This is an optimization exercise on Yosys and OpenROAD, whose aim is small area, a short achievable clock period and few clock cycles, not a production implementation. Function was checked by simulation only, so behaviour that the tests miss may differ from the original. No activity file was given, so power comes from the tool's default toggle rates.

$ cat flow/config.mk
export PLATFORM = sky130hd
export DESIGN_NAME = t43dr_codec
export DESIGN_NICKNAME = t43dr_codec
export VERILOG_FILES = /design/flow/design.v
export SDC_FILE = /design/flow/constraint.sdc
export NUM_CORES = 4
export LEC_CHECK = 0
export CAP_MARGIN = 20
export CORE_MARGIN = 2
export CORE_UTILIZATION = 40
export SLEW_MARGIN = 20
$ cat flow/constraint.sdc
create_clock -name core_clock -period 4.0 [get_ports {clk}]
set_input_delay 0.8000 -clock core_clock [delete_from_list [all_inputs] [get_ports {clk}]]
set_output_delay 0.8000 -clock core_clock [all_outputs]
set_load 0.01 [all_outputs]
$ cat flow/design.v
module t43dr_encoder (
    input  wire        clk,
    input  wire        rst,
    input  wire        start_valid,
    output wire        start_ready,
    input  wire [7:0]  cmd,
    input  wire [15:0] len,
    input  wire        data_valid,
    output wire        data_ready,
    input  wire [7:0]  data,
    output reg         wire_valid,
    input  wire        wire_ready,
    output reg  [7:0]  wire_data,
    output reg         size_err
);
    localparam [7:0] START = 8'h02;
    localparam [7:0] END   = 8'h03;
    localparam [7:0] ESC   = 8'h1B;
    localparam [2:0] S_IDLE  = 3'd0,
                     S_START = 3'd1,
                     S_CMD   = 3'd2,
                     S_LENH  = 3'd3,
                     S_LENL  = 3'd4,
                     S_DATA  = 3'd5,
                     S_CHK   = 3'd6,
                     S_END   = 3'd7;
    reg [2:0]  state;
    reg [7:0]  cmd_r;
    reg [15:0] len_r;
    reg [15:0] cnt;
    reg [7:0]  sum;
    reg [7:0]  hold;       
    reg        esc_pend;   
    function is_marker(input [7:0] b);
        is_marker = (b == START) || (b == END) || (b == ESC);
    endfunction
    wire can_out = !wire_valid || wire_ready;
    assign start_ready = (state == S_IDLE);
    assign data_ready  = (state == S_DATA) && can_out && !esc_pend;
    wire start_fire = start_valid && start_ready;
    wire data_fire  = data_valid && data_ready;
    reg [7:0] field;
    always @(*) begin
        case (state)
            S_CMD:   field = cmd_r;
            S_LENH:  field = len_r[15:8];
            S_LENL:  field = len_r[7:0];
            S_CHK:   field = sum;
            default: field = 8'h00;
        endcase
    end
    always @(posedge clk) begin
        if (rst) begin
            state      <= S_IDLE;
            wire_valid <= 1'b0;
            esc_pend   <= 1'b0;
            size_err   <= 1'b0;
        end else begin
            size_err <= 1'b0;
            if (wire_valid && wire_ready)
                wire_valid <= 1'b0;
            case (state)
                S_IDLE: begin
                    if (start_fire) begin
                        if (len > 16'd512) begin
                            size_err <= 1'b1;
                        end else begin
                            cmd_r    <= cmd;
                            len_r    <= len;
                            sum      <= cmd ^ len[15:8] ^ len[7:0];
                            cnt      <= 16'd0;
                            esc_pend <= 1'b0;
                            state    <= S_START;
                        end
                    end
                end
                S_START: begin
                    if (can_out) begin
                        wire_valid <= 1'b1;
                        wire_data  <= START;
                        state      <= S_CMD;
                    end
                end
                S_CMD, S_LENH, S_LENL, S_CHK: begin
                    if (can_out) begin
                        wire_valid <= 1'b1;
                        if (!esc_pend && is_marker(field)) begin
                            wire_data <= ESC;
                            esc_pend  <= 1'b1;
                        end else begin
                            wire_data <= field;
                            esc_pend  <= 1'b0;
                            case (state)
                                S_CMD:   state <= S_LENH;
                                S_LENH:  state <= S_LENL;
                                S_LENL:  state <= (len_r == 16'd0) ? S_CHK : S_DATA;
                                default: state <= S_END;
                            endcase
                        end
                    end
                end
                S_DATA: begin
                    if (esc_pend) begin
                        if (can_out) begin
                            wire_valid <= 1'b1;
                            wire_data  <= hold;
                            esc_pend   <= 1'b0;
                            if (cnt == len_r)
                                state <= S_CHK;
                        end
                    end else if (data_fire) begin
                        wire_valid <= 1'b1;
                        sum        <= sum ^ data;
                        cnt        <= cnt + 16'd1;
                        if (is_marker(data)) begin
                            wire_data <= ESC;
                            hold      <= data;
                            esc_pend  <= 1'b1;
                        end else begin
                            wire_data <= data;
                            if (cnt + 16'd1 == len_r)
                                state <= S_CHK;
                        end
                    end
                end
                S_END: begin
                    if (can_out) begin
                        wire_valid <= 1'b1;
                        wire_data  <= END;
                        state      <= S_IDLE;
                    end
                end
                default: state <= S_IDLE;
            endcase
        end
    end
endmodule
module t43dr_decoder (
    input  wire        clk,
    input  wire        rst,
    input  wire        clear,
    input  wire        in_valid,
    output wire        in_ready,
    input  wire [7:0]  in_data,
    output reg         out_valid,
    input  wire        out_ready,
    output reg         out_last,
    output reg  [7:0]  out_data,
    output reg  [2:0]  out_status,
    output wire [7:0]  out_cmd,
    output wire [15:0] out_len
);
    localparam [7:0] START = 8'h02;
    localparam [7:0] END   = 8'h03;
    localparam [7:0] ESC   = 8'h1B;
    localparam [2:0] ST_OK       = 3'd0,
                     ST_CHECKSUM = 3'd2,
                     ST_SIZE     = 3'd3,
                     ST_FRAME    = 3'd4;
    localparam [2:0] WAIT_START = 3'd0,
                     READ_CMD   = 3'd1,
                     READ_LENH  = 3'd2,
                     READ_LENL  = 3'd3,
                     READ_DATA  = 3'd4,
                     READ_CHK   = 3'd5,
                     WAIT_END   = 3'd6;
    reg [2:0]  state;
    reg        esc;
    reg [7:0]  cmd_r;
    reg [15:0] len_r;
    reg [15:0] cnt;
    reg [7:0]  sum;
    reg [7:0]  chk;
    assign out_cmd = cmd_r;
    assign out_len = len_r;
    assign in_ready = !out_valid || out_ready;
    wire in_fire = in_valid && in_ready;
    wire [2:0]  cur_state = clear ? WAIT_START : state;
    wire        cur_esc   = clear ? 1'b0 : esc;
    wire [15:0] cur_cnt   = clear ? 16'd0 : cnt;
    wire [7:0]  cur_sum   = clear ? 8'h00 : sum;
    reg [2:0]  n_state;
    reg        n_esc;
    reg [7:0]  n_cmd;
    reg [15:0] n_len;
    reg [15:0] n_cnt;
    reg [7:0]  n_sum;
    reg [7:0]  n_chk;
    reg        ev;         
    reg        ev_last;
    reg [2:0]  ev_status;
    reg        literal;
    always @(*) begin
        n_state   = cur_state;
        n_esc     = cur_esc;
        n_cmd     = cmd_r;
        n_len     = len_r;
        n_cnt     = cur_cnt;
        n_sum     = cur_sum;
        n_chk     = chk;
        ev        = 1'b0;
        ev_last   = 1'b0;
        ev_status = ST_OK;
        literal   = 1'b0;
        if (cur_esc) begin
            n_esc   = 1'b0;
            literal = 1'b1;
        end else if (in_data == ESC) begin
            n_esc = 1'b1;
        end else if (in_data == START) begin
            n_state = READ_CMD;
            n_sum   = 8'h00;
            n_cnt   = 16'd0;
        end else if (in_data == END) begin
            if (cur_state == WAIT_END) begin
                n_state   = WAIT_START;
                ev        = 1'b1;
                ev_last   = 1'b1;
                ev_status = (cur_sum == chk) ? ST_OK : ST_CHECKSUM;
            end else if (cur_state != WAIT_START) begin
                n_state   = WAIT_START;
                ev        = 1'b1;
                ev_last   = 1'b1;
                ev_status = ST_FRAME;
            end
        end else begin
            literal = 1'b1;
        end
        if (literal) begin
            case (cur_state)
                READ_CMD: begin
                    n_cmd   = in_data;
                    n_sum   = in_data;
                    n_state = READ_LENH;
                end
                READ_LENH: begin
                    n_len[15:8] = in_data;
                    n_sum       = cur_sum ^ in_data;
                    n_state     = READ_LENL;
                end
                READ_LENL: begin
                    n_len[7:0] = in_data;
                    n_sum      = cur_sum ^ in_data;
                    n_cnt      = 16'd0;
                    if ({len_r[15:8], in_data} > 16'd512) begin
                        n_state   = WAIT_START;
                        ev        = 1'b1;
                        ev_last   = 1'b1;
                        ev_status = ST_SIZE;
                    end else if ({len_r[15:8], in_data} == 16'd0) begin
                        n_state = READ_CHK;
                    end else begin
                        n_state = READ_DATA;
                    end
                end
                READ_DATA: begin
                    n_sum   = cur_sum ^ in_data;
                    n_cnt   = cur_cnt + 16'd1;
                    ev      = 1'b1;
                    ev_last = 1'b0;
                    if (cur_cnt + 16'd1 == len_r)
                        n_state = READ_CHK;
                end
                READ_CHK: begin
                    n_chk   = in_data;
                    n_state = WAIT_END;
                end
                WAIT_END: begin
                    n_state   = WAIT_START;
                    ev        = 1'b1;
                    ev_last   = 1'b1;
                    ev_status = ST_FRAME;
                end
                default: ;  
            endcase
        end
    end
    always @(posedge clk) begin
        if (rst) begin
            state     <= WAIT_START;
            esc       <= 1'b0;
            cnt       <= 16'd0;
            sum       <= 8'h00;
            out_valid <= 1'b0;
        end else begin
            if (out_valid && out_ready)
                out_valid <= 1'b0;
            if (in_fire) begin
                state <= n_state;
                esc   <= n_esc;
                cmd_r <= n_cmd;
                len_r <= n_len;
                cnt   <= n_cnt;
                sum   <= n_sum;
                chk   <= n_chk;
                if (ev) begin
                    out_valid  <= 1'b1;
                    out_last   <= ev_last;
                    out_data   <= in_data;
                    out_status <= ev_status;
                end
            end else if (clear) begin
                state <= WAIT_START;
                esc   <= 1'b0;
                cnt   <= 16'd0;
                sum   <= 8'h00;
            end
        end
    end
endmodule
module t43dr_codec (
    input  wire        clk,
    input  wire        rst,
    input  wire        tx_start_valid,
    output wire        tx_start_ready,
    input  wire [7:0]  tx_cmd,
    input  wire [15:0] tx_len,
    input  wire        tx_data_valid,
    output wire        tx_data_ready,
    input  wire [7:0]  tx_data,
    output wire        txw_valid,
    input  wire        txw_ready,
    output wire [7:0]  txw_data,
    output wire        tx_size_err,
    input  wire        rx_clear,
    input  wire        rx_valid,
    output wire        rx_ready,
    input  wire [7:0]  rx_data,
    output wire        rxo_valid,
    input  wire        rxo_ready,
    output wire        rxo_last,
    output wire [7:0]  rxo_data,
    output wire [2:0]  rxo_status,
    output wire [7:0]  rxo_cmd,
    output wire [15:0] rxo_len
);
    t43dr_encoder u_enc (
        .clk         (clk),
        .rst         (rst),
        .start_valid (tx_start_valid),
        .start_ready (tx_start_ready),
        .cmd         (tx_cmd),
        .len         (tx_len),
        .data_valid  (tx_data_valid),
        .data_ready  (tx_data_ready),
        .data        (tx_data),
        .wire_valid  (txw_valid),
        .wire_ready  (txw_ready),
        .wire_data   (txw_data),
        .size_err    (tx_size_err)
    );
    t43dr_decoder u_dec (
        .clk        (clk),
        .rst        (rst),
        .clear      (rx_clear),
        .in_valid   (rx_valid),
        .in_ready   (rx_ready),
        .in_data    (rx_data),
        .out_valid  (rxo_valid),
        .out_ready  (rxo_ready),
        .out_last   (rxo_last),
        .out_data   (rxo_data),
        .out_status (rxo_status),
        .out_cmd    (rxo_cmd),
        .out_len    (rxo_len)
    );
endmodule
$ cat flow/run.sh
#!/bin/bash
# synth_recipe.tcl (not shown) runs the flow's synth.tcl, then flattens the netlist and writes it again
# the make line also repeats each setting of config.mk as NAME=value (left out here)
make -C /OpenROAD-flow-scripts/flow DESIGN_CONFIG=/design/flow/config.mk WORK_HOME=/design/flow/orfs CLKGATE_MAP_FILE= SYNTH_SCRIPT=/design/flow/synth_recipe.tcl finish
==> results.ini <==
[clock_network]
cts.reportedPaths.clkPinSlew_ns = 0.06
post_cts_buffers = 0
cts_resized = 0
cts_sinks = 143
ctsHoldBuffers = 0
clk_path_buf_depth = 2
numCtsBuffers = 17
cts_tree = built
htreeDepth = 4
clockRootBuffer = clkbuf_16
clock_latency_ns = 0.43

[worst_setup_path]
crit_type = flip-flop to flip-flop
cp_max_fo = 7
worst_setup_path_end_kind = flip-flop
crit_chain = ha_1, nand4_1, nor4_1, xnor3_1, nand4_1, or4b_1, a311o_1, mux2i_1
cp_top_family = simple AND/OR/NAND/NOR gates
required_ns = 4.30
slowest_stage = nor4_1
cpPeakStageDelay_ns = 0.62
cp.arrival_ns = 3.57
crit_buf_inv = 0
cpMostUsedCell = nand4_1
startpoint_type = flip-flop

[power]
peakVddDrop_mv = 0.299
p_leak_uw = 0.00322
power.total_uw = 3650
power.density_mw_per_mm2 = 369

[floorplanning]
design.core.area_mm2 = 0.0195
dieArea_mm2 = 0.0209
rows = 51
die_y_um = 145
initial_core_util = 0.406
die_w_um = 145
ios = 98

[grt]
grtUsageMet3 = 0.0401
grt_max_degree = 38
busiest_layer = met2
track_usage = 0.213
grtUsageMet2 = 0.360
grt-ovfl-total = 0
antenna_found_initial = 0
grt_pass1_vias = 6340
grt_pass1_wl_um = 34100
gr-usage-met1 = 0.281

[timing]
max_freq_mhz = 306
min_period_ns = 3.27
holdWs_ns = 0.489
fin_crit_sh = 0.816
report.final.slew_viol_count = 0
setup_viol = 0
max_slew_margin = 0.478
finalHoldViolCount = 0
fin_skew_ns = 0.0124
rsz0062_at_grt = no
tightest_slew_ns = 0.782
totalNegativeSetupSlack_ns = 0

[synthesis]
yosysSeqAreaShare = 0.498
synth_area_mm2 = 0.00791
yosysUniqueCellTypes = 71
synth_top_area_frac = 0.410
async_flop_share = 0
synthTopCellsByArea = edfxtp_1, dfxtp_1, xnor2_1, nor2_1, a21oi_1
syn_area_per_cell_um2 = 10.1
syn-num-nets = 836
synthFlopType = edfxtp_1
synth_edf_count = 108
synth_cells = 787
yosysTopAreaCell = edfxtp_1
ys_seq_elements = 143
yosys_warnings = 2

[cells_and_area]
nets = 936
final_common_cell = edfxtp_1
final_cell_mix = edfxtp_1, clkdlybuf4s50_1, nor2_1
drive_above_1_share = 0.0844
area_delta_synth_final_pct = 24.9
diodes = 0

[placement]
gp_congestion = 0.888
hpwl_um = 15000
io_buffer_count = 97

[route]
vias_per_cell = 5.56
drc_errors = 0
via_count = 6482
firstDrtPassIters = 5
wl_per_cell_um = 18.2
routed_wl_um = 21300
drt_iter0_markers = 517
ant_nets = 0

[min_path]
holdCritPathClass = flip-flop to flip-flop

[status]
outcome = finished clean

[run]
max_cap_viol_count = 0

==> registers in the layout, indices dropped and copies added, names as in the netlist <==
name              flops
u_enc.sum             8
u_dec.esc             1
u_dec.out_data        8
u_dec.out_status      3
u_dec.out_last        1
u_dec.chk             8
u_enc.wire_valid      1
u_dec.out_valid       1
u_dec.len_r          16
u_enc.esc_pend        1
u_dec.cmd_r           8
u_enc.hold            8
u_dec.state           3
u_dec.sum             8
u_enc.cnt            16
u_enc.cmd_r           8
u_dec.cnt            16
u_enc.wire_data       8
u_enc.len_r          16
u_enc.state           3
u_enc.size_err        1
==> cells by family (layout without fill, tap and decap cells) <==
| family | Yosys count | in the layout | share of synthesized area |
|---|---|---|---|
| XOR/XNOR | 91 | 91 | 0.106 |
| AND/OR/NAND/NOR | 310 | 310 | 0.202 |
| adder cells (fa/ha/maj) | 1 | 1 | 0.00158 |
| flip-flops | 143 | 143 | 0.498 |
| AO/OA/AOI/OAI | 162 | 162 | 0.131 |
| buffers and inverters | 56 | 169 | 0.0297 |
| multiplexers | 24 | 24 | 0.0307 |
==> cells in the mapped netlist, types with 5 or more instances <==
master	count
clkbuf_1	26
nor2_1	74
mux2i_1	22
o21ai_1	7
nor3_1	29
o21ai_0	38
inv_1	13
a21oi_1	47
dfxtp_1	35
nor4_1	17
nand2_1	60
a31oi_1	6
nand4_1	13
or3_1	11
o211ai_1	9
and3_1	9
buf_1	5
nand2b_1	9
o22ai_1	7
nor3b_1	5
nor2b_1	9
o32ai_1	5
xnor2_1	65
nand3_1	34
and2_1	10
buf_2	8
edfxtp_1	108
xor2_1	23
or4_1	5
==> area by class of cell <==
type,instances,area [um^2]
timing repair buffer,124,1170
tap,265,332
clock buffer,17,425
fill,1757,9580
inverter,13,48.8
clock inverter,15,210
sequential,143,3940
multi-input combinational,588,3750
==> power breakdown <==
part	switching (uW)	internal (uW)	total, uW
logic	143	143	286
clock network	709	1020	1730
registers	29.7	1610	1640
total	881	2770	3650
==> metal layers <==
metal / vias up / share of wire
li1: 3122 / -
met1: 3151 / 0.45
met2: 190 / 0.50
met3: 19 / 0.043
met4: 0 / 0.010
met5: - / 0
==> worst min-delay path: cells and delay by family (launching register included) <==
family	cells	cell delay, ns
flops	1	0.31
compound gates	2	0.13
==> per-stage QoR <==
stage / setup slack, ns / instance area [um^2] / util / instances
final: 0.734 / 9880 / 0.508 / 1165
after global routing: 0.585 / 9880 / 0.508 / 1165
after CTS: 0.712 / 9880 / 0.508 / 1165
after detailed placement: 0.353 / 9240 / 0.475 / 1133
after global placement: 0.402 / 9240 / 0.475 / 1133
after floorplan: 0.0264 / 7910 / - / 787
==> path summary, 6_finish.rpt <==
| check | cells past startpoint | startpoint | to | slack [ns] |
|---|---|---|---|---|
| setup / recovery | 8 | u_enc.cnt[0] | u_enc.state[0] | 0.73 |
| setup reg to reg | 8 | u_enc.cnt[0] | u_enc.state[0] | 0.73 |
| hold reg to reg | 2 | u_dec.cnt[14] | u_dec.cnt[14] | 0.49 |
| hold / removal | 2 | u_dec.cnt[14] | u_dec.cnt[14] | 0.49 |
Testbench counts, summed over its fixed seeds: cycles 76,045.

afterwards: timing with drivers on the ports:
The flow's constraints put no driver on any port. The routed layout listed below was extracted and timed again, unchanged, in two steps. Step 1 assumes that a clkbuf_16 drives the clock port and a buf_2 every other input. Step 2 also shifts input and output timing later by t, the mid clock arrival at the registers, as if the neighbouring blocks saw the same clock. a / b / c = ideal / step 1 / step 2; a / b = the first two.
shift t [ns]: 0.465
setup slack, ns: 0.734 / 0.734 / 0.344
worst hold slack (ns): 0.489 / 0.489 / 0.489
slew at the worst register clock pin (ns): 0.07 / 0.07
worst slew at a driven data input, ns: 0.05
After both steps this run still meets setup and hold. The setup slack of this run moves by 0.000 ns with the drivers and by -0.390 ns with both steps.
